Context: an optimization exercise on an open-source flow, tuned for small area. The choices shown serve that exercise and are no tape-out recipe.
Function was checked by simulation only, so behaviour that the tests miss may differ from the original.
Power and IR drop assume default switching activity.

==> flow/design.v <==
module iris_core (
    input  wire        clk,
    input  wire        rst,         
    input  wire        cmd_valid,
    output wire        cmd_ready,
    input  wire [39:0] cmd,
    output reg         rsp_valid,
    output wire [39:0] rsp
);
    localparam [7:0] TERM = 8'h01;
    localparam [7:0] OP_RB_CREATE   = 8'h01;
    localparam [7:0] OP_RB_PUSH     = 8'h02;
    localparam [7:0] OP_RB_POP      = 8'h03;
    localparam [7:0] OP_SNAP_BIND   = 8'h10;
    localparam [7:0] OP_SNAP_UNBIND = 8'h11;
    localparam [7:0] OP_SNAP_WR     = 8'h12;
    localparam [7:0] OP_HDR_BIND    = 8'h14;
    localparam [7:0] OP_HDR_UNBIND  = 8'h15;
    localparam [7:0] OP_HDR_WR      = 8'h16;
    localparam [7:0] OP_OUT_RD      = 8'h18;
    localparam [7:0] OP_LPS_RD      = 8'h19;
    localparam [7:0] OP_PM_LPS      = 8'h20;
    localparam [7:0] OP_PM_MATCH    = 8'h21;
    localparam [7:0] OP_ROT         = 8'h22;
    localparam [7:0] OP_VALIDATE    = 8'h23;
    localparam [7:0] OP_SYNC        = 8'h24;
    localparam [7:0] OP_REG_RD      = 8'h30;
    localparam [7:0] ST_OK               = 8'h00;
    localparam [7:0] ST_FULL             = 8'h01;
    localparam [7:0] ST_EMPTY            = 8'h02;
    localparam [7:0] ST_ALLOC_FAIL       = 8'h03;
    localparam [7:0] ST_VALID            = 8'h10;
    localparam [7:0] ST_HEADER_NOT_FOUND = 8'h11;
    localparam [7:0] ST_PAYLOAD_INVALID  = 8'h12;
    localparam [7:0] ST_NULL_OR_EMPTY    = 8'h13;
    localparam [7:0] ST_EMPTY_HEADER     = 8'h14;
    localparam [7:0] ST_NO_BUFFER        = 8'h20;
    localparam [7:0] ST_BAD_ARG          = 8'h21;
    localparam [7:0] ST_ILLEGAL_CMD      = 8'h22;
    localparam [7:0] ST_NOT_READY        = 8'h23;
    localparam [2:0] FS_START     = 3'd0;
    localparam [2:0] FS_REJECTED  = 3'd1;
    localparam [2:0] FS_NOT_FOUND = 3'd2;
    localparam [2:0] FS_VALID     = 3'd5;
    localparam [2:0] FS_INVALID   = 3'd6;
    localparam [2:0] S_IDLE = 3'd0;
    localparam [2:0] S_MOD  = 3'd1;    
    localparam [2:0] S_LPS  = 3'd2;    
    localparam [2:0] S_SCAN = 3'd3;    
    localparam [2:0] S_ROT  = 3'd4;    
    localparam [2:0] S_VAL  = 3'd5;    
    reg  [3:0]   ph;
    reg  [127:0] stg;
    reg  [127:0] snp;
    reg  [63:0]  hdr;
    reg  [127:0] outb;
    reg  [23:0]  lps;
    reg  [7:0]   vv;
    wire [7:0] stg_t = stg[7:0];
    wire [7:0] snp_t = snp[7:0];
    wire [7:0] hdr_t = hdr[7:0];
    wire [7:0] out_t = outb[7:0];
    wire [2:0] lps_t = lps[2:0];
    wire       v_t   = vv[0];
    reg        rb_valid;
    reg [4:0]  capacity;
    reg [3:0]  head;
    reg [3:0]  tail;
    reg        snap_present;
    reg [4:0]  data_len;
    reg        hdr_present;
    reg [3:0]  hdr_len;
    reg [2:0]  fs_state;
    reg [3:0]  lps_len;
    reg        hp_valid;
    reg [3:0]  header_pos;
    reg [4:0]  out_len;
    reg [4:0]  rsp_st;
    reg [7:0]  rsp_d;
    assign rsp = {2'b00, rsp_st[4:3], 1'b0, rsp_st[2:0], 24'd0, rsp_d};
    reg [2:0]  state;
    reg        sub;        
    reg        ksync;      
    reg        klps;       
    reg [7:0]  c;
    reg        prev;       
    reg [2:0]  lpsval;
    reg [3:0]  k;          
    reg [4:0]  v;          
    reg [3:0]  rem;        
    reg        ok;
    wire [3:0] m = hdr_len;
    wire [4:0] n = data_len;
    wire [7:0]  op    = cmd[39:32];
    wire [31:0] arg   = cmd[31:0];
    wire [23:0] idx   = cmd[31:8];
    wire [7:0]  abyte = cmd[7:0];
    wire fmt_b_ok = (arg[31:8] == 24'd0);
    wire fmt_i_ok = (arg[7:0] == 8'd0);
    wire fmt_n_ok = fmt_b_ok && fmt_i_ok;
    wire o_create = (op == OP_RB_CREATE);
    wire o_push   = (op == OP_RB_PUSH);
    wire o_pop    = (op == OP_RB_POP);
    wire o_sbind  = (op == OP_SNAP_BIND);
    wire o_sunb   = (op == OP_SNAP_UNBIND);
    wire o_swr    = (op == OP_SNAP_WR);
    wire o_hbind  = (op == OP_HDR_BIND);
    wire o_hunb   = (op == OP_HDR_UNBIND);
    wire o_hwr    = (op == OP_HDR_WR);
    wire o_ord    = (op == OP_OUT_RD);
    wire o_lrd    = (op == OP_LPS_RD);
    wire o_lps    = (op == OP_PM_LPS);
    wire o_match  = (op == OP_PM_MATCH);
    wire o_rot    = (op == OP_ROT);
    wire o_val    = (op == OP_VALIDATE);
    wire o_sync   = (op == OP_SYNC);
    wire o_reg    = (op == OP_REG_RD);
    wire legal = o_create || o_sbind || o_swr || o_hbind || o_hwr || o_rot ||
                 ((o_push || o_reg) && fmt_b_ok) ||
                 ((o_ord || o_lrd) && fmt_i_ok) ||
                 ((o_pop || o_sunb || o_hunb || o_lps || o_match || o_val || o_sync) && fmt_n_ok);
    wire arg_hi5  = (arg[31:5] != 27'd0);
    wire arg_gt16 = arg_hi5 || (arg[4] && arg[3:0] != 4'd0);
    wire arg_gt8  = arg_hi5 || arg[4] || (arg[3] && arg[2:0] != 3'd0);
    wire idx_hi5  = (idx[23:5] != 19'd0);
    wire idx_ge16 = idx_hi5 || idx[4];
    wire idx_ge8  = idx_ge16 || idx[3];
    wire       p16     = o_push || o_pop || o_swr || o_ord;
    wire       p8      = o_hwr || o_lrd;
    wire [3:0] tgt     = o_pop ? tail : (o_swr || o_ord || p8) ? idx[3:0] : head;
    wire [3:0] tgt_inc = tgt + 4'd1;
    wire [3:0] ptr_nx  = ({1'b0, tgt_inc} == capacity) ? 4'd0 : tgt_inc;
    wire       rb_empty  = rb_valid && (head == tail);
    wire       rb_full   = rb_valid && (ptr_nx == tail);
    wire       snap_ok   = snap_present && (n != 5'd0);
    wire       m_zero    = (m == 4'd0);
    wire       at_tgt  = (ph[2:0] == tgt[2:0]) && (p8 || ph[3] == tgt[3]);
    wire       rot_mod = o_rot && snap_ok;
    wire idle = (state == S_IDLE);
    assign cmd_ready = idle ? (!(p16 || p8) || at_tgt) && !rot_mod
                            : (state == S_MOD) && (v == 5'd31);
    wire accept = cmd_valid && cmd_ready;
    wire do_cmd = accept && idle && legal;
    reg        reg_ok;
    reg [4:0]  reg_val;
    always @(*) begin
        reg_ok  = 1'b1;
        reg_val = 5'd0;
        case (abyte)
            8'h00: reg_val = {2'd0, rb_full, rb_empty, rb_valid};
            8'h01: reg_val = capacity;
            8'h02: reg_val = {1'b0, head};
            8'h03: reg_val = {1'b0, tail};
            8'h04: reg_val = {4'd0, snap_present};
            8'h05: reg_val = data_len;
            8'h06: reg_val = {4'd0, hdr_present};
            8'h07: reg_val = {1'b0, hdr_len};
            8'h08: reg_val = {1'b0, lps_len};
            8'h09: reg_val = {4'd0, hp_valid};
            8'h0A: reg_val = {1'b0, header_pos};
            8'h0B: reg_val = out_len;
            8'h0C: reg_val = {2'd0, fs_state};
            8'h10: reg_val = 5'd16;
            8'h11: reg_val = 5'd16;
            8'h12: reg_val = 5'd8;
            8'h13: reg_val = 5'd1;
            default: reg_ok = 1'b0;
        endcase
    end
    wire ord_bad = idx_hi5 || (idx[4:0] >= out_len);
    wire lrd_bad = idx_ge16 || (idx[3:0] >= lps_len);
    wire pm_null = !hdr_present || (!o_lps && !snap_ok);
    reg [7:0] ist;
    reg [7:0] idat;
    reg       ilong;
    always @(*) begin
        ist   = ST_OK;
        idat  = 8'd0;
        ilong = 1'b0;
        if (!legal)
            ist = ST_ILLEGAL_CMD;
        else if (o_create) begin
            if (arg == 32'd0 || arg_gt16) ist = ST_ALLOC_FAIL;
        end else if (o_push) begin
            if (!rb_valid) ist = ST_NO_BUFFER;
            else if (rb_full) ist = ST_FULL;
        end else if (o_pop) begin
            if (!rb_valid) ist = ST_NO_BUFFER;
            else if (rb_empty) ist = ST_EMPTY;
            else idat = stg_t;
        end else if (o_sbind) begin
            if (arg_gt16) ist = ST_BAD_ARG;
        end else if (o_swr) begin
            if (idx_ge16) ist = ST_BAD_ARG;
        end else if (o_hbind) begin
            if (arg_gt8) ist = ST_BAD_ARG;
        end else if (o_hwr) begin
            if (idx_ge8) ist = ST_BAD_ARG;
        end else if (o_ord) begin
            if (ord_bad) ist = ST_BAD_ARG;
            else idat = out_t;
        end else if (o_lrd) begin
            if (lrd_bad) ist = ST_BAD_ARG;
            else idat = {5'd0, lps_t};
        end else if (o_reg) begin
            if (!reg_ok) ist = ST_BAD_ARG;
            else idat = {3'd0, reg_val};
        end else if (o_lps || o_match || o_sync) begin
            if (pm_null) ist = ST_NULL_OR_EMPTY;
            else if (m_zero) ist = ST_EMPTY_HEADER;
            else ilong = 1'b1;
        end else if (o_rot) begin
            ist = ST_NULL_OR_EMPTY;
        end else if (o_val) begin
            if (!hdr_present) ist = ST_NULL_OR_EMPTY;
            else if (m_zero) ist = ST_EMPTY_HEADER;
            else if (out_len == 5'd0) ist = ST_NOT_READY;
            else ilong = 1'b1;
        end
    end
    wire [2:0] t      = ph[2:0];
    wire [4:0] ph_inc = {1'b0, ph} + 5'd1;
    wire       eq     = (hdr_t == c);
    wire       lmode  = (state == S_LPS);
    wire       first  = lmode ? (k == 4'd0) : (v == 5'd0);
    wire       vnew   = eq && (((t == 3'd0) && !(lmode && first)) || (prev && !first));
    wire       sweep  = (state == S_LPS || state == S_SCAN) && sub;
    wire [3:0] m1     = m - 4'd1;
    wire [4:0] spos   = v - {1'b0, m1};
    wire       s_last = (spos == n - 5'd1);
    wire [4:0] k_inc  = {1'b0, k} + 5'd1;
    wire [4:0] rem_i  = {1'b0, rem} + 5'd1;
    wire       at_k   = (t == k[2:0]) && (lmode || sub || ph[3] == k[3]);
    wire       mbit   = arg[~v];
    wire [4:0] rsh    = {rem, mbit};
    wire [3:0] rstep  = (rsh >= n) ? (rsh - n) : rsh[3:0];
    wire [1:0] cmin   = (m >= 4'd3) ? 2'd3 : m[1:0];
    wire       vbad   = ((ph < {2'b00, cmin}) && (out_t != hdr_t)) ||
                        (ph_inc == out_len && out_t != TERM);
    wire       ok_nx  = ok && !vbad;
    wire lps_end  = lmode && sub && at_k && (k_inc[3:0] == m);
    wire found    = (state == S_SCAN) && sub && (t == m1[2:0]) && vnew;
    wire scan_end = (state == S_SCAN) && sub && at_k && s_last;
    wire rot_step = (state == S_ROT) && sub && (ph == k);
    wire rot_end  = rot_step && (k_inc == n);
    wire val_end  = (state == S_VAL) && sub && (ph == 4'd15);
    reg       fin;
    reg [7:0] fst;
    always @(*) begin
        fin = 1'b0;
        fst = ST_OK;
        if (lps_end) begin
            if (klps) fin = 1'b1;
            else if ({1'b0, m} > n) begin fin = 1'b1; fst = ST_HEADER_NOT_FOUND; end
        end
        if (found && !ksync) fin = 1'b1;
        if (scan_end && !found) begin fin = 1'b1; fst = ST_HEADER_NOT_FOUND; end
        if (rot_end && !ksync) fin = 1'b1;
        if (val_end) begin fin = 1'b1; fst = ok_nx ? ST_VALID : ST_PAYLOAD_INVALID; end
    end
    wire [3:0] fdat = found ? spos[3:0] : (ksync && val_end) ? header_pos : 4'd0;
    wire stg_we  = do_cmd && o_push && rb_valid && !rb_full;
    wire snp_we  = do_cmd && o_swr && !idx_ge16;
    wire hdr_we  = do_cmd && o_hwr && !idx_ge8;
    wire lps_we  = lmode && sub && at_k;
    wire out_we  = rot_step;
    always @(posedge clk) begin
        stg  <= {stg_we ? abyte : stg_t, stg[127:8]};
        snp  <= {snp_we ? abyte : snp_t, snp[127:8]};
        hdr  <= {hdr_we ? abyte : hdr_t, hdr[63:8]};
        outb <= {out_we ? c : out_t, outb[127:8]};
        lps  <= {lps_we ? lpsval : lps_t, lps[23:3]};
        vv   <= {sweep ? vnew : v_t, vv[7:1]};
        prev <= v_t;
    end
    wire       rsp_go = (accept && idle && !ilong) || fin;
    wire [7:0] rst_nx = (idle) ? ist : fst;
    always @(posedge clk) begin
        if (rst)
            rsp_valid <= 1'b0;
        else
            rsp_valid <= rsp_go;
        rsp_st <= {rst_nx[5], rst_nx[4], rst_nx[2], rst_nx[1], rst_nx[0]};
        rsp_d  <= idle ? idat : {4'd0, fdat};
    end
    always @(posedge clk) begin
        if (rst) begin
            rb_valid     <= 1'b0;
            capacity     <= 5'd0;
            head         <= 4'd0;
            tail         <= 4'd0;
            snap_present <= 1'b0;
            data_len     <= 5'd0;
            hdr_present  <= 1'b0;
            hdr_len      <= 4'd0;
            fs_state     <= FS_START;
            lps_len      <= 4'd0;
            hp_valid     <= 1'b0;
            header_pos   <= 4'd0;
            out_len      <= 5'd0;
        end else begin
            if (do_cmd) begin
                if (o_create) begin
                    head <= 4'd0;
                    tail <= 4'd0;
                    rb_valid <= (ist == ST_OK);
                    capacity <= (ist == ST_OK) ? arg[4:0] : 5'd0;
                end
                if (o_push && ist == ST_OK)
                    head <= ptr_nx;
                if (o_pop && ist == ST_OK)
                    tail <= ptr_nx;
                if (o_sbind && !arg_gt16) begin
                    snap_present <= 1'b1;
                    data_len     <= arg[4:0];
                end
                if (o_sunb) begin
                    snap_present <= 1'b0;
                    data_len     <= 5'd0;
                end
                if (o_hbind && !arg_gt8) begin
                    hdr_present <= 1'b1;
                    hdr_len     <= arg[3:0];
                end
                if (o_hunb) begin
                    hdr_present <= 1'b0;
                    hdr_len     <= 4'd0;
                end
                if (o_lps || o_match || o_sync)
                    lps_len <= 4'd0;
                if (o_match || o_sync) begin
                    hp_valid   <= 1'b0;
                    header_pos <= 4'd0;
                end
                if (o_sync) begin
                    out_len  <= 5'd0;
                    fs_state <= ilong ? FS_START : FS_REJECTED;
                end
                if (o_rot)
                    out_len <= 5'd0;
            end
            if (state == S_MOD && accept)
                out_len <= 5'd0;
            if (lps_end)
                lps_len <= m;
            if (found) begin
                hp_valid   <= 1'b1;
                header_pos <= spos[3:0];
            end
            if (rot_end)
                out_len <= n;
            if (ksync) begin
                if ((lps_end && {1'b0, m} > n) || (scan_end && !found))
                    fs_state <= FS_NOT_FOUND;
                if (val_end)
                    fs_state <= ok_nx ? FS_VALID : FS_INVALID;
            end
        end
    end
    always @(posedge clk) begin
        if (rst) begin
            ph    <= 4'd0;
            state <= S_IDLE;
        end else begin
            ph <= ph_inc[3:0];
            case (state)
            S_IDLE: begin
                sub <= 1'b0;
                k   <= 4'd0;
                if (cmd_valid && rot_mod) begin
                    rem   <= 4'd0;
                    v     <= 5'd0;
                    state <= S_MOD;
                end else if (do_cmd && ilong) begin
                    klps  <= o_lps;
                    ksync <= o_sync;
                    state <= o_val ? S_VAL : S_LPS;
                end
            end
            S_MOD: begin
                rem   <= rstep;
                v     <= v + 5'd1;
                ksync <= 1'b0;
                if (!cmd_valid)
                    state <= S_IDLE;
                else if (v == 5'd31)
                    state <= S_ROT;
            end
            S_LPS: begin
                if (!sub) begin
                    if (at_k) begin
                        c      <= hdr_t;
                        lpsval <= 3'd0;
                        sub    <= 1'b1;
                    end
                end else begin
                    if (vnew)
                        lpsval <= t + 3'd1;
                    if (at_k) begin
                        sub <= 1'b0;
                        k   <= k_inc[3:0];
                        if (lps_end) begin
                            k <= 4'd0;
                            v <= 5'd0;
                            if (fin) state <= S_IDLE;
                            else     state <= S_SCAN;
                        end
                    end
                end
            end
            S_SCAN: begin
                if (!sub) begin
                    if (at_k) begin
                        c   <= snp_t;
                        sub <= 1'b1;
                    end
                end else if (found) begin
                    rem   <= spos[3:0];
                    k     <= 4'd0;
                    sub   <= 1'b0;
                    state <= ksync ? S_ROT : S_IDLE;
                end else if (at_k) begin
                    if (s_last)
                        state <= S_IDLE;
                    v   <= v + 5'd1;
                    k   <= (k_inc == n) ? 4'd0 : k_inc[3:0];
                    sub <= 1'b0;
                end
            end
            S_ROT: begin
                if (!sub) begin
                    if (ph == rem) begin
                        c   <= snp_t;
                        sub <= 1'b1;
                    end
                end else if (rot_step) begin
                    k   <= k_inc[3:0];
                    rem <= (rem_i == n) ? 4'd0 : rem_i[3:0];
                    sub <= 1'b0;
                    if (rot_end)
                        state <= ksync ? S_VAL : S_IDLE;
                end
            end
            S_VAL: begin
                if (!sub) begin
                    if (ph == 4'd15) begin
                        ok  <= (out_len >= {3'd0, cmin});
                        sub <= 1'b1;
                    end
                end else begin
                    ok <= ok_nx;
                    if (val_end)
                        state <= S_IDLE;
                end
            end
            default: state <= S_IDLE;
            endcase
        end
    end
endmodule
==> flow/flow/run.sh <==
#!/bin/bash
# Own layout flow: the standard ORFS flow, with an area-oriented ABC
# script in synthesis and CTS arguments from flow/cts_args (if present).
# Each tool's full output goes to a log file in the work folder.
set -euo pipefail
W=$(pwd)
export AREA_ABC_SCRIPT=$W/flow/area.abc
export FLOW_SYNTH_TCL=$W/synth_recipe.tcl
# flow settings from the standard flow's config.mk, also on make's command line (as standard.sh does)
knobs=()
while read -r k v; do
  knobs+=("$k=$v")
done < <(sed -n 's/^export \(CAP_MARGIN\|CORE_MARGIN\|CORE_UTILIZATION\|PLACE_DENSITY\|SLEW_MARGIN\|CTS_CLUSTER_SIZE\|CTS_CLUSTER_DIAMETER\|CTS_BUF_LIST\|DIE_AREA\|CORE_AREA\|GPL_TIMING_DRIVEN\|GPL_ROUTABILITY_DRIVEN\) = \(.*\)$/\1 \2/p' config.mk)
if [[ -f flow/cts_args ]]; then
  export CTS_ARGS="$(cat flow/cts_args)"
fi
make -C "$FLOW_HOME" DESIGN_CONFIG="$W/config.mk" WORK_HOME="$W/orfs" CLKGATE_MAP_FILE= \
  SYNTH_SCRIPT="$W/flow/synth.tcl" "${knobs[@]}" finish > "$W/make_flow.log" 2>&1
R="$W/orfs/results/${FLOW_PLATFORM:-sky130hd}/iris_core/base"
: # left out here: write the final layout as DEF
==> flow/flow/area.abc <==
strash
dch -f
amap
strash
dch -f
amap
topo
==> flow/flow/cts_args <==
-sink_clustering_enable -repair_clock_nets -dont_use_dummy_load -sink_clustering_size 26 -sink_clustering_max_diameter 120
==> flow/flow/synth.tcl <==
# Standard synthesis (synth_recipe.tcl, sourced below) with one change: the
# combinational mapping runs an area-oriented ABC script (flow/area.abc)
# instead of ORFS's delay-oriented one. Registers are mapped before ABC
# runs and ABC never sees them, so they are the standard synthesis's.
proc abc {args} {
  set i [lsearch $args -script]
  if {$i >= 0} {
    set args [lreplace $args [expr {$i + 1}] [expr {$i + 1}] $::env(AREA_ABC_SCRIPT)]
  }
  puts "area flow: abc $args"
  yosys abc {*}$args
}
source $::env(FLOW_SYNTH_TCL)
==> flow/standard.sh <==
#!/bin/bash
# synth_recipe.tcl (not shown) runs the flow's synth.tcl, then flattens the netlist and writes it again
# the make line also repeats each setting of config.mk as NAME=value (left out here)
make -C /OpenROAD-flow-scripts/flow DESIGN_CONFIG=/design/flow/config.mk WORK_HOME=/design/flow/orfs CLKGATE_MAP_FILE= SYNTH_SCRIPT=/design/flow/synth_recipe.tcl "${@:-finish}"
==> flow/config.mk <==
export PLATFORM = sky130hd
export DESIGN_NAME = iris_core
export DESIGN_NICKNAME = iris_core
export VERILOG_FILES = /design/flow/design.v
export SDC_FILE = /design/flow/constraint.sdc
export NUM_CORES = 4
export LEC_CHECK = 0
export CAP_MARGIN = 20
export CORE_MARGIN = 2
export CORE_UTILIZATION = 40
export PLACE_DENSITY = 0.6
export SLEW_MARGIN = 20
==> flow/constraint.sdc <==
create_clock -name core_clock -period 10.0 [get_ports {clk}]
set_input_delay 2.0000 -clock core_clock [delete_from_list [all_inputs] [get_ports {clk}]]
set_output_delay 2.0000 -clock core_clock [all_outputs]
set_load 0.01 [all_outputs]
==> results of run 1 <==
==> metrics by stage <==
stage | worst slack, ns | util, % | instances | area [µm²] | total power (W)
6_report | 0.851 | 45.3 | 2179 | 19100 | 0.00414
5_1_grt | 0.453 | 45.3 | 2179 | 19100 | 0.00431
4_1_cts | 1.16 | 45.3 | 2179 | 19100 | 0.00417
3_5_place_dp | 0.556 | 43.7 | 2153 | 18400 | 0.00306
3_3_place_gp | 0.228 | 43.7 | 2153 | 18400 | 0.00306
2_1_floorplan | 1.70 | - | 1573 | 17300 | 0.00286
==> layout make-up <==
class,count,area [µm²],share of cell area (%)
sequential,572,11700,61.5
timing repair buffer,68,648,3.40
multi-input combinational,798,4710,24.7
clock buffer,26,651,3.41
inverter,176,661,3.46
tap,539,674,3.54
==> metal layers <==
layer  GRT usage [%]  part of all wire [%]  routed length (µm)
met5               0                     0                   0
met1            28.9                    47               21100
met2            30.3                    42               18900
met3            3.98                   7.6                3450
met4            6.65                   3.7                1670
==> how the worst max path moves through the flow <==
| stage | start | end | cells after the start | slack [ns] |
|---|---|---|---|---|
| floorplan | cmd[39] | head[0] | 24 | 1.70 |
| global placement | cmd[39] | head[3] | 25 | 0.23 |
| detailed placement | cmd[39] | head[1] | 25 | 0.56 |
| CTS | cmd[39] | cmd_ready | 14 | 1.16 |
| global route | cmd[39] | head[1] | 25 | 0.45 |
| finish | cmd[39] | head[0] | 25 | 0.85 |
==> critical path: cells and delay by family <==
family	cells	cell delay, ns
simple gates	10	3.03
compound gates	10	2.78
buf+inv	4	1.51
fa+ha+maj	1	0.27
==> logic make-up after synthesis <==
| family | count (synthesis) | synth area share [%] |
|---|---|---|
| AOI/OAI and AO/OA | 340 | 13.3 |
| and+or+nand+nor | 389 | 10.2 |
| buffers and inverters | 203 | 5.03 |
| DFF | 572 | 68.3 |
| xor gates and xnor gates | 2 | 0.102 |
| other | 1 | 0.0218 |
| adders and majority gates | 40 | 3.00 |
==> synth_stat cells (8+ instances only) <==
cell type / n / area, µm²
dfxtp_1: 544 / 10900
nor2_1: 214 / 803
clkinv_1: 176 / 661
o22ai_1: 102 / 638
a21oi_1: 54 / 270
o21ai_0: 41 / 205
nand2_1: 39 / 146
ha_1: 38 / 475
nor3_1: 38 / 190
edfxtp_1: 28 / 841
buf_4: 27 / 203
or3_1: 27 / 169
o221ai_1: 24 / 210
a22oi_1: 23 / 173
nor4_1: 18 / 113
or2_0: 15 / 93.8
nand3_1: 14 / 70.1
a211oi_1: 13 / 97.6
a2111oi_0: 12 / 105
o21a_1: 12 / 90.1
a31oi_1: 10 / 62.6
a221oi_1: 8 / 70.1
o22a_1: 8 / 70.1
==> flip-flops by register name, indices dropped and copies added (netlist names), 5 cells and up <==
register and cells:
hdr 64, out_len 5, stg 128, vv 8
outb 128, c 8, data_len 5, lps 24
snp 128, capacity 5, rsp_d 8, rsp_st 5
v 5
==> power groups by stage <==
stage	Clock (W)	Combinational, W	Sequential (W)
finish	0.00112	0.000527	0.00250
global route	0.00122	0.000572	0.00251
detailed placement	0	0.000512	0.00255
floorplan	0	0.000335	0.00252
global placement	0	0.000508	0.00255
CTS	0.00115	0.000514	0.00250
==> results.txt, run 1 <==
# TYPE chip_impl_metric gauge
chip_impl_info{name="run_status",value="no timing/DRC/antenna violations"} 1
chip_impl_metric{name="p_comb_share",unit="%"} 12.7
chip_impl_metric{name="avgSynthCellArea",unit="µm²"} 11.1
chip_impl_metric{name="p_sw",unit="W"} 0.00108
chip_impl_metric{name="floorplan.rows",unit=""} 75
chip_impl_metric{name="worst_path_largest_cell_delay",unit="ns"} 0.62
chip_impl_info{name="crit_path_top_delay_cell",value="nor4_4"} 1
chip_impl_metric{name="finalWorstPathRequiredPeriod",unit="ns"} 9.15
chip_impl_metric{name="area.growth.synth_to_final",unit="%"} 11.1
chip_impl_info{name="worst_hold_path_type",value="reg -> reg"} 1
chip_impl_metric{name="p_int",unit="W"} 0.00307
chip_impl_metric{name="post_synthesis_cells",unit=""} 1547
chip_impl_metric{name="die_h",unit="µm"} 211
chip_impl_metric{name="asyncSetResetFlopFracSynth",unit="%"} 0
chip_impl_metric{name="cts_made_buffers",unit=""} 26
chip_impl_info{name="hold_start",value="snp[50]"} 1
chip_impl_metric{name="gr-usage-all-layers",unit="%"} 20.1
chip_impl_metric{name="worst_hold_slack",unit="ns"} 0.308
chip_impl_metric{name="grt_pass1_wl",unit="mm"} 66.9
chip_impl_metric{name="route.detailed.vias_per_inst",unit=""} 5.39
chip_impl_metric{name="port_buffers",unit=""} 57
chip_impl_metric{name="clock_latency",unit="ns"} 0.60
chip_impl_metric{name="cp_data_arrival_time",unit="ns"} 9.60
chip_impl_info{name="worstSetupEndpointType",value="flop"} 1
chip_impl_metric{name="grt_max_degree",unit=""} 59
chip_impl_metric{name="n_antenna_cell",unit=""} 0
chip_impl_metric{name="route.final.wire_length",unit="mm"} 45.1
chip_impl_metric{name="layout.nets",unit=""} 1725
chip_impl_metric{name="maximum_level_of_the_cts_h_tree",unit=""} 1
chip_impl_metric{name="sequentialPowerShare",unit="%"} 60.3
chip_impl_metric{name="clockBufferDepth",unit=""} 3
chip_impl_info{name="layout_commonest_cell",value="dfxtp_1"} 1
chip_impl_metric{name="ys.warnings.count",unit=""} 1
chip_impl_metric{name="power.share.clock",unit="%"} 26.9
chip_impl_metric{name="ant_nets",unit=""} 0
chip_impl_metric{name="die_width",unit="µm"} 211
chip_impl_metric{name="yosysUniqueCellTypes",unit=""} 47
chip_impl_metric{name="first_global_vias",unit=""} 10900
chip_impl_metric{name="power_density",unit="mW/mm²"} 217
chip_impl_metric{name="layout_worst_path_cycle_share",unit="%"} 91.5
chip_impl_metric{name="post_cts.resized_instances",unit=""} 0
chip_impl_metric{name="initial_core_util",unit="%"} 40.7
chip_impl_metric{name="antenna_violations_before_repair",unit=""} 0
chip_impl_info{name="worstHoldEndpoint",value="snp[42]"} 1
chip_impl_metric{name="worstHoldPathCells",unit=""} 0
chip_impl_metric{name="slew_headroom",unit="%"} 21.3
chip_impl_info{name="cp-start-kind",value="primary input"} 1
chip_impl_metric{name="nFillCells",unit=""} 3930
chip_impl_metric{name="finalClockSkew",unit="ns"} 0.0455
chip_impl_metric{name="cts_hold_repair.buffers",unit=""} 0
chip_impl_metric{name="drcViolationCount",unit=""} 0
chip_impl_metric{name="cts.sink_count",unit=""} 572
chip_impl_metric{name="sequential_element_share_of_the_synthesized_area",unit="%"} 68.3
chip_impl_info{name="cts_tree",value="yes"} 1
chip_impl_metric{name="cp.required",unit="ns"} 10.45
chip_impl_info{name="critPathMostFrequentCell",value="nor2_1"} 1
chip_impl_metric{name="synth-edff-count",unit=""} 28
chip_impl_metric{name="vdd_drop_max",unit="V"} 0.000127
chip_impl_metric{name="static-leakage-power",unit="nW"} 7.03
chip_impl_metric{name="power.share.switching",unit="%"} 26.0
chip_impl_info{name="final_cell_mix",value="dfxtp_1, nor2_1, clkinv_1, o22ai_1, clkdlybuf4s50_1"} 1
chip_impl_info{name="criticalPathCategory",value="in -> reg"} 1
chip_impl_metric{name="fp.coreArea",unit="mm²"} 0.0421
chip_impl_metric{name="setup_viol",unit=""} 0
chip_impl_metric{name="drt-pass1-iter-count",unit=""} 5
chip_impl_metric{name="hpwl",unit="mm"} 33.7
chip_impl_metric{name="reg2regPathDepth",unit=""} 14
chip_impl_metric{name="detail_route.iter0.violations",unit=""} 1051
chip_impl_info{name="clk_root_buffer_cell",value="clkbuf_16"} 1
chip_impl_metric{name="tightestPinTransition",unit="ns"} 1.15
chip_impl_metric{name="cts.reportedPaths.clkPinSlew",unit="ns"} 0.10
chip_impl_metric{name="max_clock_freq",unit="MHz"} 109
chip_impl_metric{name="synth_area",unit="mm²"} 0.0172
chip_impl_metric{name="totalNegativeSetupSlack",unit="ns"} 0
chip_impl_metric{name="gp_congestion",unit=""} 0.943
chip_impl_info{name="rr_startpoint",value="ph[2]"} 1
chip_impl_metric{name="ioPinCount",unit=""} 85
chip_impl_metric{name="globalRouteOverflowTotal",unit=""} 0
chip_impl_metric{name="layout-drive-gt1-share",unit="%"} 2.62
chip_impl_metric{name="post_cts.repair.setup_buffers",unit=""} 0
chip_impl_metric{name="via_count",unit=""} 11700
chip_impl_metric{name="max_cap_violations",unit=""} 0
chip_impl_metric{name="internal_reg_to_reg_setup_slack",unit="ns"} 4.06
chip_impl_metric{name="hold_viol_final",unit=""} 0
chip_impl_info{name="reg2reg_to",value="state[2]"} 1
chip_impl_metric{name="wl_per_cell",unit="µm"} 20.7
chip_impl_metric{name="critical_path_peak_fanout",unit=""} 13
chip_impl_metric{name="synth.ff_latch_count",unit=""} 572
chip_impl_info{name="setup_repair_after_global_routing_missed_its_margin",value="no"} 1
chip_impl_info{name="synthFlopType",value="dfxtp_1"} 1
chip_impl_metric{name="slew_viol_final",unit=""} 0
chip_impl_metric{name="floorplan.die_area",unit="mm²"} 0.0446
==> run 2, diff against run 1 <==
--- a/flow/design.v
+++ b/flow/design.v
@@ -84,10 +84,10 @@
     reg        klps;       
     reg [7:0]  c;
     reg        prev;       
-    reg [2:0]  lpsval;
     reg [3:0]  k;          
     reg [4:0]  v;          
     reg [3:0]  rem;        
+    wire [2:0] lpsval = rem[2:0];
     reg        ok;
     wire [3:0] m = hdr_len;
     wire [4:0] n = data_len;
@@ -141,32 +141,30 @@
                             : (state == S_MOD) && (v == 5'd31);
     wire accept = cmd_valid && cmd_ready;
     wire do_cmd = accept && idle && legal;
-    reg        reg_ok;
-    reg [4:0]  reg_val;
+    wire [3:0] rno    = abyte[3:0];
+    wire       reg_ok = (abyte[7:5] == 3'd0) &&
+                        (abyte[4] ? (rno[3:2] == 2'd0) : (rno <= 4'd12));
+    reg  [4:0] lo_v;
     always @(*) begin
-        reg_ok  = 1'b1;
-        reg_val = 5'd0;
-        case (abyte)
-            8'h00: reg_val = {2'd0, rb_full, rb_empty, rb_valid};
-            8'h01: reg_val = capacity;
-            8'h02: reg_val = {1'b0, head};
-            8'h03: reg_val = {1'b0, tail};
-            8'h04: reg_val = {4'd0, snap_present};
-            8'h05: reg_val = data_len;
-            8'h06: reg_val = {4'd0, hdr_present};
-            8'h07: reg_val = {1'b0, hdr_len};
-            8'h08: reg_val = {1'b0, lps_len};
-            8'h09: reg_val = {4'd0, hp_valid};
-            8'h0A: reg_val = {1'b0, header_pos};
-            8'h0B: reg_val = out_len;
-            8'h0C: reg_val = {2'd0, fs_state};
-            8'h10: reg_val = 5'd16;
-            8'h11: reg_val = 5'd16;
-            8'h12: reg_val = 5'd8;
-            8'h13: reg_val = 5'd1;
-            default: reg_ok = 1'b0;
+        case (rno)
+            4'h0: lo_v = {2'd0, rb_full, rb_empty, rb_valid};
+            4'h1: lo_v = capacity;
+            4'h2: lo_v = {1'b0, head};
+            4'h3: lo_v = {1'b0, tail};
+            4'h4: lo_v = {4'd0, snap_present};
+            4'h5: lo_v = data_len;
+            4'h6: lo_v = {4'd0, hdr_present};
+            4'h7: lo_v = {1'b0, hdr_len};
+            4'h8: lo_v = {1'b0, lps_len};
+            4'h9: lo_v = {4'd0, hp_valid};
+            4'hA: lo_v = {1'b0, header_pos};
+            4'hB: lo_v = out_len;
+            4'hC: lo_v = {2'd0, fs_state};
+            default: lo_v = 5'bx;
         endcase
     end
+    wire [4:0] hi_v    = {~rno[1], rno[1] & ~rno[0], 2'b00, rno[1] & rno[0]};
+    wire [4:0] reg_val = abyte[4] ? hi_v : lo_v;
     wire ord_bad = idx_hi5 || (idx[4:0] >= out_len);
     wire lrd_bad = idx_ge16 || (idx[3:0] >= lps_len);
     wire pm_null = !hdr_present || (!o_lps && !snap_ok);
@@ -390,12 +388,12 @@
                 if (!sub) begin
                     if (at_k) begin
                         c      <= hdr_t;
-                        lpsval <= 3'd0;
+                        rem    <= 4'd0;
                         sub    <= 1'b1;
                     end
                 end else begin
                     if (vnew)
-                        lpsval <= t + 3'd1;
+                        rem    <= {1'b0, t + 3'd1};
                     if (at_k) begin
                         sub <= 1'b0;
                         k   <= k_inc[3:0];
--- a/flow/flow/run.sh
+++ b/flow/flow/run.sh
@@ -11,6 +11,8 @@
 while read -r k v; do
   knobs+=("$k=$v")
 done < <(sed -n 's/^export \(CAP_MARGIN\|CORE_MARGIN\|CORE_UTILIZATION\|PLACE_DENSITY\|SLEW_MARGIN\|CTS_CLUSTER_SIZE\|CTS_CLUSTER_DIAMETER\|CTS_BUF_LIST\|DIE_AREA\|CORE_AREA\|GPL_TIMING_DRIVEN\|GPL_ROUTABILITY_DRIVEN\) = \(.*\)$/\1 \2/p' config.mk)
+# every port keeps its buffer; the smallest buffer cell is enough here
+export BUFFER_PORTS_ARGS="-buffer_cell sky130_fd_sc_hd__buf_1"
 if [[ -f flow/cts_args ]]; then
   export CTS_ARGS="$(cat flow/cts_args)"
 fi
==> flow/flow/area.abc (replaced) <==
strash
&get -n
&deepsyn -T 20
&put
dch -f
amap
topo
==> flow/flow/cts_args (replaced) <==
-sink_clustering_enable -repair_clock_nets -dont_use_dummy_load -sink_clustering_size 24 -sink_clustering_max_diameter 120
==> results.txt, run 2 <==
# TYPE chip_impl_metric gauge
chip_impl_metric{name="ys.warnings.count",unit=""} 1
chip_impl_metric{name="drcViolationCount",unit=""} 0
chip_impl_metric{name="slew_headroom",unit="%"} 26.5
chip_impl_metric{name="layout-drive-gt1-share",unit="%"} 2.37
chip_impl_info{name="run_status",value="no timing/DRC/antenna violations"} 1
chip_impl_metric{name="grt_max_degree",unit=""} 25
chip_impl_info{name="worst_hold_path_type",value="reg -> reg"} 1
chip_impl_metric{name="worst_hold_slack",unit="ns"} 0.296
chip_impl_metric{name="slew_viol_final",unit=""} 0
chip_impl_info{name="criticalPathCategory",value="in -> out"} 1
chip_impl_info{name="critPathMostFrequentCell",value="nor2_1"} 1
chip_impl_metric{name="route.final.wire_length",unit="mm"} 42.0
chip_impl_info{name="layout_commonest_cell",value="dfxtp_1"} 1
chip_impl_metric{name="synth-edff-count",unit=""} 25
chip_impl_metric{name="vdd_drop_max",unit="V"} 0.000116
chip_impl_metric{name="floorplan.rows",unit=""} 74
chip_impl_info{name="synth_top_cells_by_count",value="dfxtp_1, clkinv_1, nor2_1"} 1
chip_impl_metric{name="finalWorstPathRequiredPeriod",unit="ns"} 7.97
chip_impl_metric{name="max_cap_violations",unit=""} 0
chip_impl_metric{name="first_global_vias",unit=""} 10400
chip_impl_metric{name="tightestPinTransition",unit="ns"} 1.09
chip_impl_metric{name="avgSynthCellArea",unit="µm²"} 11.4
chip_impl_info{name="synthFlopType",value="dfxtp_1"} 1
chip_impl_metric{name="port_buffers",unit=""} 57
chip_impl_info{name="cts_tree",value="yes"} 1
chip_impl_info{name="startpoint",value="cmd[39]"} 1
chip_impl_info{name="final_cell_mix",value="dfxtp_1, clkinv_1, nor2_1, o22ai_1, a21oi_1"} 1
chip_impl_metric{name="via_count",unit=""} 10900
chip_impl_info{name="setup_repair_after_global_routing_missed_its_margin",value="no"} 1
chip_impl_metric{name="worst_path_largest_cell_delay",unit="ns"} 0.65
chip_impl_info{name="clk_root_buffer_cell",value="clkbuf_16"} 1
chip_impl_metric{name="hpwl",unit="mm"} 31.4
chip_impl_metric{name="cts.sink_count",unit=""} 569
chip_impl_info{name="cp-start-kind",value="primary input"} 1
chip_impl_metric{name="cts_made_buffers",unit=""} 27
chip_impl_info{name="rr_startpoint",value="state[0]"} 1
chip_impl_metric{name="max_clock_freq",unit="MHz"} 125
chip_impl_metric{name="power_density",unit="mW/mm²"} 213
chip_impl_metric{name="detail_route.iter0.violations",unit=""} 970
chip_impl_info{name="worstSetupEndpointType",value="output pin"} 1
chip_impl_metric{name="ioPinCount",unit=""} 85
chip_impl_metric{name="gr-usage-all-layers",unit="%"} 19.2
chip_impl_metric{name="cts_hold_repair.buffers",unit=""} 0
chip_impl_metric{name="post_cts.resized_instances",unit=""} 0
chip_impl_metric{name="setup_viol",unit=""} 0
chip_impl_metric{name="wl_per_cell",unit="µm"} 20.0
chip_impl_metric{name="fin_total_pwr",unit="W"} 0.00388
chip_impl_metric{name="finalClockSkew",unit="ns"} 0.0565
chip_impl_metric{name="synth_top_cell_area_share",unit="%"} 65.2
chip_impl_info{name="post_synth_main_area_contributors",value="dfxtp_1, edfxtp_1, clkinv_1, nor2_1, o22ai_1"} 1
chip_impl_metric{name="floorplan.die_area",unit="mm²"} 0.0434
chip_impl_info{name="hold_start",value="hdr[46]"} 1
chip_impl_metric{name="cp_data_arrival_time",unit="ns"} 5.97
chip_impl_metric{name="cts.reportedPaths.clkPinSlew",unit="ns"} 0.09
chip_impl_metric{name="place_inst",unit=""} 2068
chip_impl_metric{name="area.growth.synth_to_final",unit="%"} 9.14
chip_impl_metric{name="static-leakage-power",unit="nW"} 6.72
chip_impl_metric{name="die_width",unit="µm"} 208
chip_impl_metric{name="globalRouteOverflowTotal",unit=""} 0
chip_impl_metric{name="clockBufferDepth",unit=""} 3
chip_impl_metric{name="totalNegativeSetupSlack",unit="ns"} 0
chip_impl_metric{name="cp.required",unit="ns"} 8.00
chip_impl_info{name="critical_path.cell_chain",value="buf_1, or2_0, or3_1, or3_1, nor2_1, clkinv_1, nor2_1, nor2_1, a222oi_1, clkinv_1, o22ai_1, a2111oi_0, a21oi_1, nor2_1, a21oi_1, clkinv_1, buf_1"} 1
chip_impl_metric{name="die_h",unit="µm"} 208
chip_impl_metric{name="layout.nets",unit=""} 1647
chip_impl_metric{name="ant_nets",unit=""} 0
chip_impl_metric{name="asyncSetResetFlopFracSynth",unit="%"} 0
chip_impl_metric{name="n_antenna_cell",unit=""} 0
chip_impl_metric{name="sequential_element_share_of_the_synthesized_area",unit="%"} 69.7
chip_impl_metric{name="route.detailed.vias_per_inst",unit=""} 5.19
chip_impl_info{name="layout_top_registers",value="outb: 128 flops, snp: 128 flops, stg: 128 flops"} 1
chip_impl_metric{name="clock_latency",unit="ns"} 0.59
chip_impl_metric{name="grt_pass1_wl",unit="mm"} 63.1
chip_impl_metric{name="antenna_violations_before_repair",unit=""} 0
chip_impl_metric{name="drt-pass1-iter-count",unit=""} 5
chip_impl_metric{name="critical_path_peak_fanout",unit=""} 5
chip_impl_metric{name="initial_core_util",unit="%"} 40.7
chip_impl_metric{name="finish.cell_count_without_fillers",unit=""} 2095
chip_impl_metric{name="synth.ff_latch_count",unit=""} 569
chip_impl_metric{name="gp_congestion",unit=""} 0.962
chip_impl_info{name="largest_area_contributor_in_the_netlist",value="dfxtp_1"} 1
chip_impl_metric{name="post_cts.repair.setup_buffers",unit=""} 0
chip_impl_metric{name="synth_area",unit="mm²"} 0.0167
chip_impl_metric{name="layout_worst_path_cycle_share",unit="%"} 79.7
chip_impl_metric{name="fp.coreArea",unit="mm²"} 0.0410
chip_impl_metric{name="hold_viol_final",unit=""} 0
chip_impl_metric{name="maximum_level_of_the_cts_h_tree",unit=""} 1
chip_impl_info{name="post-synth-top-count-cell",value="dfxtp_1"} 1
chip_impl_metric{name="post_synthesis_cells",unit=""} 1470
chip_impl_metric{name="yosysUniqueCellTypes",unit=""} 49
chip_impl_info{name="crit_path_top_delay_cell",value="a222oi_1"} 1
chip_impl_metric{name="internal_reg_to_reg_setup_slack",unit="ns"} 4.80
## run 2: cell types whose count changed after synthesis, moves of 7 or more
cell and delta:
nand2_1 +14, nor2b_1 +8, nor2_1 -49, o21ai_0 -8, a21oi_1 +16, nor4_1 -8
o22ai_1 -15, a22oi_1 -16, clkinv_1 -9, o221ai_1 -7, a222oi_1 +9
## run 2: final timing paths
path	cells after the start	end
worst max-delay path	17	cmd_ready
worst min-delay path	0	hdr[38]
worst max register to register	11	state[0]
worst min register to register	0	hdr[38]
## run 2: metal layers
layer	vias up	share of wire [%]	track usage, %
li1	5230	-	-
met1	5176	46	27.0
met2	388	44	29.7
met3	88	6.4	3.17
met4	0	3.8	7.19
met5	-	0	0
## run 2: logic make-up after synthesis
family,count (synthesis),share of synthesized area [%]
flops,569,69.7
simple gates,350,9.54
compound gates,317,12.7
buf+inv,194,4.97
fa+ha+maj,39,3.01
other cells,1,0.0225
## run 2: worst max-delay path, delay by kind of cell
kind | cells | cell delay [ns]
and+or+nand+nor | 7 | 1.71
buffers and inverters | 5 | 0.81
AOI/OAI and AO/OA | 5 | 1.43
## run 2: layout make-up
class,instances,area [µm²]
clock buffer,27,676
timing repair buffer,67,289
fill,3881,22800
sequential,569,11600
inverter,167,627
multi-input combinational,733,4320
tap,532,666
## run 2: stage by stage
stage	instance area, µm²	utilization, %	setup WS, ns
finish	18200	44.4	2.03
CTS	18200	44.4	1.98
detailed placement	17500	42.8	2.00
global route	18200	44.4	1.61
floorplan	16800	-	2.65
global placement	17500	42.8	2.06
## run 2: report_power, final
part           leakage (nW)  switching [W]  internal [W]
logic                  1.76       0.000275      0.000115
clock network         0.333       0.000638      0.000481
registers              4.62      0.0000402       0.00233
==> run 3, diff against run 2 <==
--- a/flow/design.v
+++ b/flow/design.v
@@ -168,54 +168,32 @@
     wire ord_bad = idx_hi5 || (idx[4:0] >= out_len);
     wire lrd_bad = idx_ge16 || (idx[3:0] >= lps_len);
     wire pm_null = !hdr_present || (!o_lps && !snap_ok);
-    reg [7:0] ist;
-    reg [7:0] idat;
-    reg       ilong;
-    always @(*) begin
-        ist   = ST_OK;
-        idat  = 8'd0;
-        ilong = 1'b0;
-        if (!legal)
-            ist = ST_ILLEGAL_CMD;
-        else if (o_create) begin
-            if (arg == 32'd0 || arg_gt16) ist = ST_ALLOC_FAIL;
-        end else if (o_push) begin
-            if (!rb_valid) ist = ST_NO_BUFFER;
-            else if (rb_full) ist = ST_FULL;
-        end else if (o_pop) begin
-            if (!rb_valid) ist = ST_NO_BUFFER;
-            else if (rb_empty) ist = ST_EMPTY;
-            else idat = stg_t;
-        end else if (o_sbind) begin
-            if (arg_gt16) ist = ST_BAD_ARG;
-        end else if (o_swr) begin
-            if (idx_ge16) ist = ST_BAD_ARG;
-        end else if (o_hbind) begin
-            if (arg_gt8) ist = ST_BAD_ARG;
-        end else if (o_hwr) begin
-            if (idx_ge8) ist = ST_BAD_ARG;
-        end else if (o_ord) begin
-            if (ord_bad) ist = ST_BAD_ARG;
-            else idat = out_t;
-        end else if (o_lrd) begin
-            if (lrd_bad) ist = ST_BAD_ARG;
-            else idat = {5'd0, lps_t};
-        end else if (o_reg) begin
-            if (!reg_ok) ist = ST_BAD_ARG;
-            else idat = {3'd0, reg_val};
-        end else if (o_lps || o_match || o_sync) begin
-            if (pm_null) ist = ST_NULL_OR_EMPTY;
-            else if (m_zero) ist = ST_EMPTY_HEADER;
-            else ilong = 1'b1;
-        end else if (o_rot) begin
-            ist = ST_NULL_OR_EMPTY;
-        end else if (o_val) begin
-            if (!hdr_present) ist = ST_NULL_OR_EMPTY;
-            else if (m_zero) ist = ST_EMPTY_HEADER;
-            else if (out_len == 5'd0) ist = ST_NOT_READY;
-            else ilong = 1'b1;
-        end
-    end
+    wire pm_cmd  = o_lps || o_match || o_sync;
+    wire create_ok = (arg != 32'd0) && !arg_gt16;
+    wire push_ok = rb_valid && !rb_full;
+    wire pop_ok  = rb_valid && !rb_empty;
+    wire e_nobuf = (o_push || o_pop) && !rb_valid;
+    wire e_full  = o_push && rb_full;
+    wire e_empty = o_pop && rb_empty;
+    wire e_alloc = o_create && !create_ok;
+    wire e_bad   = (o_sbind && arg_gt16) || (o_swr && idx_ge16) ||
+                   (o_hbind && arg_gt8) || (o_hwr && idx_ge8) ||
+                   (o_ord && ord_bad) || (o_lrd && lrd_bad) || (o_reg && !reg_ok);
+    wire hdr_in  = (pm_cmd && !pm_null) || (o_val && hdr_present);
+    wire e_null  = (pm_cmd && pm_null) || o_rot || (o_val && !hdr_present);
+    wire e_ehdr  = hdr_in && m_zero;
+    wire e_nrdy  = o_val && hdr_present && !m_zero && (out_len == 5'd0);
+    wire ilong   = legal && hdr_in && !m_zero && !(o_val && out_len == 5'd0);
+    wire [4:0] ist5 = legal ? {e_nobuf || e_bad || e_nrdy,
+                               e_null || e_ehdr,
+                               e_ehdr,
+                               e_empty || e_alloc || e_null || e_nrdy,
+                               e_full || e_alloc || e_bad || e_null || e_nrdy}
+                            : 5'b10010;
+    wire [7:0] idat = ({8{legal && o_pop && pop_ok}} & stg_t) |
+                      ({8{legal && o_ord && !ord_bad}} & out_t) |
+                      ({8{legal && o_lrd && !lrd_bad}} & {5'd0, lps_t}) |
+                      ({8{legal && o_reg && reg_ok}} & {3'd0, reg_val});
     wire [2:0] t      = ph[2:0];
     wire [4:0] ph_inc = {1'b0, ph} + 5'd1;
     wire       eq     = (hdr_t == c);
@@ -257,7 +235,7 @@
         if (val_end) begin fin = 1'b1; fst = ok_nx ? ST_VALID : ST_PAYLOAD_INVALID; end
     end
     wire [3:0] fdat = found ? spos[3:0] : (ksync && val_end) ? header_pos : 4'd0;
-    wire stg_we  = do_cmd && o_push && rb_valid && !rb_full;
+    wire stg_we  = do_cmd && o_push && push_ok;
     wire snp_we  = do_cmd && o_swr && !idx_ge16;
     wire hdr_we  = do_cmd && o_hwr && !idx_ge8;
     wire lps_we  = lmode && sub && at_k;
@@ -272,13 +250,12 @@
         prev <= v_t;
     end
     wire       rsp_go = (accept && idle && !ilong) || fin;
-    wire [7:0] rst_nx = (idle) ? ist : fst;
     always @(posedge clk) begin
         if (rst)
             rsp_valid <= 1'b0;
         else
             rsp_valid <= rsp_go;
-        rsp_st <= {rst_nx[5], rst_nx[4], rst_nx[2], rst_nx[1], rst_nx[0]};
+        rsp_st <= idle ? ist5 : {fst[5], fst[4], fst[2], fst[1], fst[0]};
         rsp_d  <= idle ? idat : {4'd0, fdat};
     end
     always @(posedge clk) begin
@@ -301,12 +278,12 @@
                 if (o_create) begin
                     head <= 4'd0;
                     tail <= 4'd0;
-                    rb_valid <= (ist == ST_OK);
-                    capacity <= (ist == ST_OK) ? arg[4:0] : 5'd0;
+                    rb_valid <= create_ok;
+                    capacity <= create_ok ? arg[4:0] : 5'd0;
                 end
-                if (o_push && ist == ST_OK)
+                if (o_push && push_ok)
                     head <= ptr_nx;
-                if (o_pop && ist == ST_OK)
+                if (o_pop && pop_ok)
                     tail <= ptr_nx;
                 if (o_sbind && !arg_gt16) begin
                     snap_present <= 1'b1;
--- a/flow/flow/run.sh
+++ b/flow/flow/run.sh
@@ -11,6 +11,7 @@
 while read -r k v; do
   knobs+=("$k=$v")
 done < <(sed -n 's/^export \(CAP_MARGIN\|CORE_MARGIN\|CORE_UTILIZATION\|PLACE_DENSITY\|SLEW_MARGIN\|CTS_CLUSTER_SIZE\|CTS_CLUSTER_DIAMETER\|CTS_BUF_LIST\|DIE_AREA\|CORE_AREA\|GPL_TIMING_DRIVEN\|GPL_ROUTABILITY_DRIVEN\) = \(.*\)$/\1 \2/p' config.mk)
+export SKIP_REPAIR_TIE_FANOUT=1
 # every port keeps its buffer; the smallest buffer cell is enough here
 export BUFFER_PORTS_ARGS="-buffer_cell sky130_fd_sc_hd__buf_1"
 if [[ -f flow/cts_args ]]; then
==> results.txt, run 3 <==
# TYPE chip_impl_metric gauge
chip_impl_metric{name="static-leakage-power",unit="nW"} 6.60
chip_impl_metric{name="via_count",unit=""} 11000
chip_impl_metric{name="share_of_synthesized_cell_area_in_and_or_nand_and_nor_gates",unit="%"} 9.12
chip_impl_metric{name="gp_congestion",unit=""} 0.982
chip_impl_metric{name="post_cts.resized_instances",unit=""} 0
chip_impl_metric{name="ys.warnings.count",unit=""} 1
chip_impl_metric{name="gr-usage-all-layers",unit="%"} 19.4
chip_impl_metric{name="grt_pass1_wl",unit="mm"} 63.6
chip_impl_metric{name="ant_nets",unit=""} 0
chip_impl_metric{name="clockBufferDepth",unit=""} 3
chip_impl_metric{name="finalWorstPathRequiredPeriod",unit="ns"} 7.88
chip_impl_info{name="crit_path_top_delay_cell",value="a222oi_1"} 1
chip_impl_metric{name="port_buffers",unit=""} 57
chip_impl_metric{name="first_global_vias",unit=""} 10400
chip_impl_metric{name="asyncSetResetFlopFracSynth",unit="%"} 0
chip_impl_metric{name="hold_viol_final",unit=""} 0
chip_impl_metric{name="layout.nets",unit=""} 1619
chip_impl_metric{name="die_width",unit="µm"} 208
chip_impl_info{name="cts_tree",value="yes"} 1
chip_impl_metric{name="maximum_level_of_the_cts_h_tree",unit=""} 1
chip_impl_metric{name="vdd_drop_max",unit="V"} 0.000177
chip_impl_info{name="synth_top_cells_by_count",value="dfxtp_1, clkinv_1, nor2_1"} 1
chip_impl_metric{name="hpwl",unit="mm"} 32.4
chip_impl_metric{name="synth_top_cell_area_share",unit="%"} 65.3
chip_impl_info{name="critPathMostFrequentCell",value="nor2_1"} 1
chip_impl_metric{name="floorplan.rows",unit=""} 74
chip_impl_metric{name="max_clock_freq",unit="MHz"} 127
chip_impl_info{name="dominant_combinational_cell_family_by_area_after_synthesis",value="compound AO/OA/AOI/OAI gates"} 1
chip_impl_metric{name="finalClockSkew",unit="ns"} 0.0400
chip_impl_info{name="critical_path.cell_chain",value="buf_1, nor2_1, nand2b_1, nor3_1, clkinv_1, nor2_1, clkinv_1, nor2_1, nor2_1, a222oi_1, clkinv_1, o22ai_1, or4_1, o21a_1, nor2_1, a21oi_1, clkinv_1, buf_1"} 1
chip_impl_info{name="largest_area_contributor_in_the_netlist",value="dfxtp_1"} 1
chip_impl_metric{name="tightestPinTransition",unit="ns"} 0.991
chip_impl_info{name="cp-start-kind",value="primary input"} 1
chip_impl_metric{name="layout-drive-gt1-share",unit="%"} 2.54
chip_impl_metric{name="clock_latency",unit="ns"} 0.58
chip_impl_info{name="post-synth-top-count-cell",value="dfxtp_1"} 1
chip_impl_metric{name="groute.layer.met2.usage",unit="%"} 28.0
chip_impl_info{name="clk_root_buffer_cell",value="clkbuf_16"} 1
chip_impl_metric{name="synth-edff-count",unit=""} 25
chip_impl_metric{name="synth_area",unit="mm²"} 0.0167
chip_impl_metric{name="slew_headroom",unit="%"} 33.3
chip_impl_metric{name="drt-pass1-iter-count",unit=""} 6
chip_impl_metric{name="die_h",unit="µm"} 208
chip_impl_metric{name="cts_hold_repair.buffers",unit=""} 0
chip_impl_metric{name="synth_xor_area_share",unit="%"} 0
chip_impl_metric{name="worst_path_largest_cell_delay",unit="ns"} 0.79
chip_impl_info{name="final_cell_mix",value="dfxtp_1, clkinv_1, nor2_1, o22ai_1, buf_1"} 1
chip_impl_info{name="post_synth_main_area_contributors",value="dfxtp_1, o22ai_1, edfxtp_1, clkinv_1, nor2_1"} 1
chip_impl_metric{name="n_antenna_cell",unit=""} 0
chip_impl_info{name="worstSetupEndpointType",value="output pin"} 1
chip_impl_metric{name="initial_core_util",unit="%"} 40.7
chip_impl_info{name="criticalPathCategory",value="in -> out"} 1
chip_impl_metric{name="sequential_element_share_of_the_synthesized_area",unit="%"} 69.8
chip_impl_metric{name="grtUsageMet3",unit="%"} 3.05
chip_impl_metric{name="cp.required",unit="ns"} 8.00
chip_impl_info{name="layout_top_registers",value="outb: 128 flops, snp: 128 flops, stg: 128 flops"} 1
chip_impl_metric{name="synthAdderAreaFrac",unit="%"} 3.02
chip_impl_metric{name="ioPinCount",unit=""} 85
chip_impl_metric{name="route.final.wire_length",unit="mm"} 42.8
chip_impl_info{name="layout_commonest_cell",value="dfxtp_1"} 1
chip_impl_metric{name="slew_viol_final",unit=""} 0
chip_impl_metric{name="globalRouteOverflowTotal",unit=""} 0
chip_impl_metric{name="post-route-util",unit="%"} 44.2
chip_impl_metric{name="avgSynthCellArea",unit="µm²"} 11.4
chip_impl_metric{name="share_of_the_synthesized_area_in_compound_gates_ao_oa_aoi_oai",unit="%"} 12.5
chip_impl_metric{name="antenna_violations_before_repair",unit=""} 0
chip_impl_metric{name="area.growth.synth_to_final",unit="%"} 8.64
chip_impl_metric{name="drcViolationCount",unit=""} 0
chip_impl_metric{name="power_density",unit="mW/mm²"} 231
chip_impl_info{name="synthFlopType",value="dfxtp_1"} 1
chip_impl_metric{name="setup_viol",unit=""} 0
chip_impl_metric{name="post_synthesis_cells",unit=""} 1468
chip_impl_metric{name="yosysUniqueCellTypes",unit=""} 46
chip_impl_metric{name="floorplan.die_area",unit="mm²"} 0.0433
chip_impl_metric{name="cts_made_buffers",unit=""} 27
chip_impl_metric{name="cp_data_arrival_time",unit="ns"} 5.88
chip_impl_metric{name="max_cap_violations",unit=""} 0
chip_impl_metric{name="gr-usage-met1",unit="%"} 29.2
chip_impl_metric{name="route.detailed.vias_per_inst",unit=""} 5.33
chip_impl_info{name="global_route.peak_usage_layer",value="met1"} 1
chip_impl_metric{name="critical_path_peak_fanout",unit=""} 6
chip_impl_info{name="run_status",value="no timing/DRC/antenna violations"} 1
chip_impl_metric{name="fp.coreArea",unit="mm²"} 0.0410
chip_impl_metric{name="synth.ff_latch_count",unit=""} 569
chip_impl_metric{name="totalNegativeSetupSlack",unit="ns"} 0
chip_impl_metric{name="grt_max_degree",unit=""} 28
chip_impl_metric{name="detail_route.iter0.violations",unit=""} 940
chip_impl_metric{name="post_cts.repair.setup_buffers",unit=""} 0
chip_impl_info{name="setup_repair_after_global_routing_missed_its_margin",value="no"} 1
chip_impl_metric{name="cts.reportedPaths.clkPinSlew",unit="ns"} 0.10
chip_impl_metric{name="layout_worst_path_cycle_share",unit="%"} 78.8
chip_impl_metric{name="nFillCells",unit=""} 3841
chip_impl_metric{name="synthMuxAreaShare",unit="%"} 0
chip_impl_info{name="worst_hold_path_type",value="reg -> reg"} 1
chip_impl_metric{name="cts.sink_count",unit=""} 569
chip_impl_metric{name="wl_per_cell",unit="µm"} 20.7
-- run 3: changes by cell type in the layout (fill, tap and decap cells not counted), moves of 12 or more --
cell      delta
clkinv_1    +23
nor2_1      -25
or3_1       -14
a21oi_1     -39
o22ai_1     +50
conb_1      -26
nor3_1      +12
-- run 3: path summary, 6_finish.rpt --
check           from         to  slack, ns  cells past startpoint
min          snp[92]    snp[84]       0.31                      0
min reg2reg  snp[92]    snp[84]       0.31                      0
max          cmd[39]  cmd_ready       2.12                     18
max reg2reg    ph[1]       v[4]       4.69                      9
-- run 3: final cells by class --
cell class	count	area, µm²	share of cell area [%]
sequential	569	11600	64.3
multi-input combinational	682	4130	22.8
inverter	190	713	3.94
clock buffer	27	676	3.73
tap	532	666	3.67
timing repair buffer	67	289	1.60
-- run 3: stage by stage --
stage / cell area [µm²] / worst slack [ns] / power (W) / hold slack (ns) / instances
final: 18100 / 2.12 / 0.00418 / 0.310 / 2067
after detailed placement: 17400 / 2.06 / 0.00309 / 0.312 / 2040
after CTS: 18100 / 2.25 / 0.00420 / 0.313 / 2067
after global routing: 18100 / 1.71 / 0.00435 / 0.310 / 2067
after floorplan: 16700 / 3.24 / 0.00287 / 0.310 / 1468
after global placement: 17400 / 2.13 / 0.00309 / 0.310 / 2040
-- run 3: where the power goes --
part	switching, W	internal, W	total, W	leakage, nW
Combinational	0.000398	0.000161	0.000558	1.62
Sequential	0.0000717	0.00243	0.00250	4.64
Clock	0.000639	0.000482	0.00112	0.333
-- run 3: routing by layer --
metal  wire length, µm  up-vias  part of all wire, %
met2             17500      405                   41
li1                  -     5225                    -
met5                 0        -                    0
met4              1670        0                  3.9
met1             20700     5286                   48
met3              2880       94                  6.7
-- run 3: critical path: cells and delay by family --
kind | cells | cell delay, ns
and+or+nand+nor | 8 | 1.52
buffers and inverters | 6 | 0.90
AOI/OAI and AO/OA | 4 | 1.46
-- run 3: cells by family (layout without fill, tap and decap cells) --
family / after synthesis / after routing
and+or+nand+nor: 331 / 331
DFF: 569 / 569
buffers and inverters: 217 / 284
AOI/OAI and AO/OA: 311 / 311
other: 1 / 1
adders and majority gates: 39 / 39

[re-timing with driven ports]
In the flow no input, the clock included, has a driving cell. The finished layouts below were timed again as built, in two steps. Step 1 assumes that a clkbuf_16 drives the clock port and a buf_2 every other input. Step 2 adds t to the input delays and takes it off the output delays; t is the mean of the earliest and latest rising clock arrival at the registers after step 1. Input paths then give back, and output paths get back, about the clock's delay inside the block. Slacks: ideal ports / drivers / drivers and shift; pairs: ideal ports / drivers.
| run | t, ns | setup slack, ns | worst hold slack (ns) | worst setup path at the end |
|---|---|---|---|---|
| run 1 | 0.623 | 0.851 / 0.884 / 0.262 | 0.308 / 0.308 / 0.308 | input to register |
| run 2 | 0.617 | 2.027 / 2.006 / 2.006 | 0.296 / 0.296 / 0.296 | input to output |
| run 3 | 0.624 | 2.116 / 2.063 / 1.766 | 0.310 / 0.310 / 0.310 | input to register |
After both steps setup and hold are still met in every run listed. The setup slack of run 1, which loses most, moves by +0.033 ns with the drivers and by -0.589 ns with both steps.
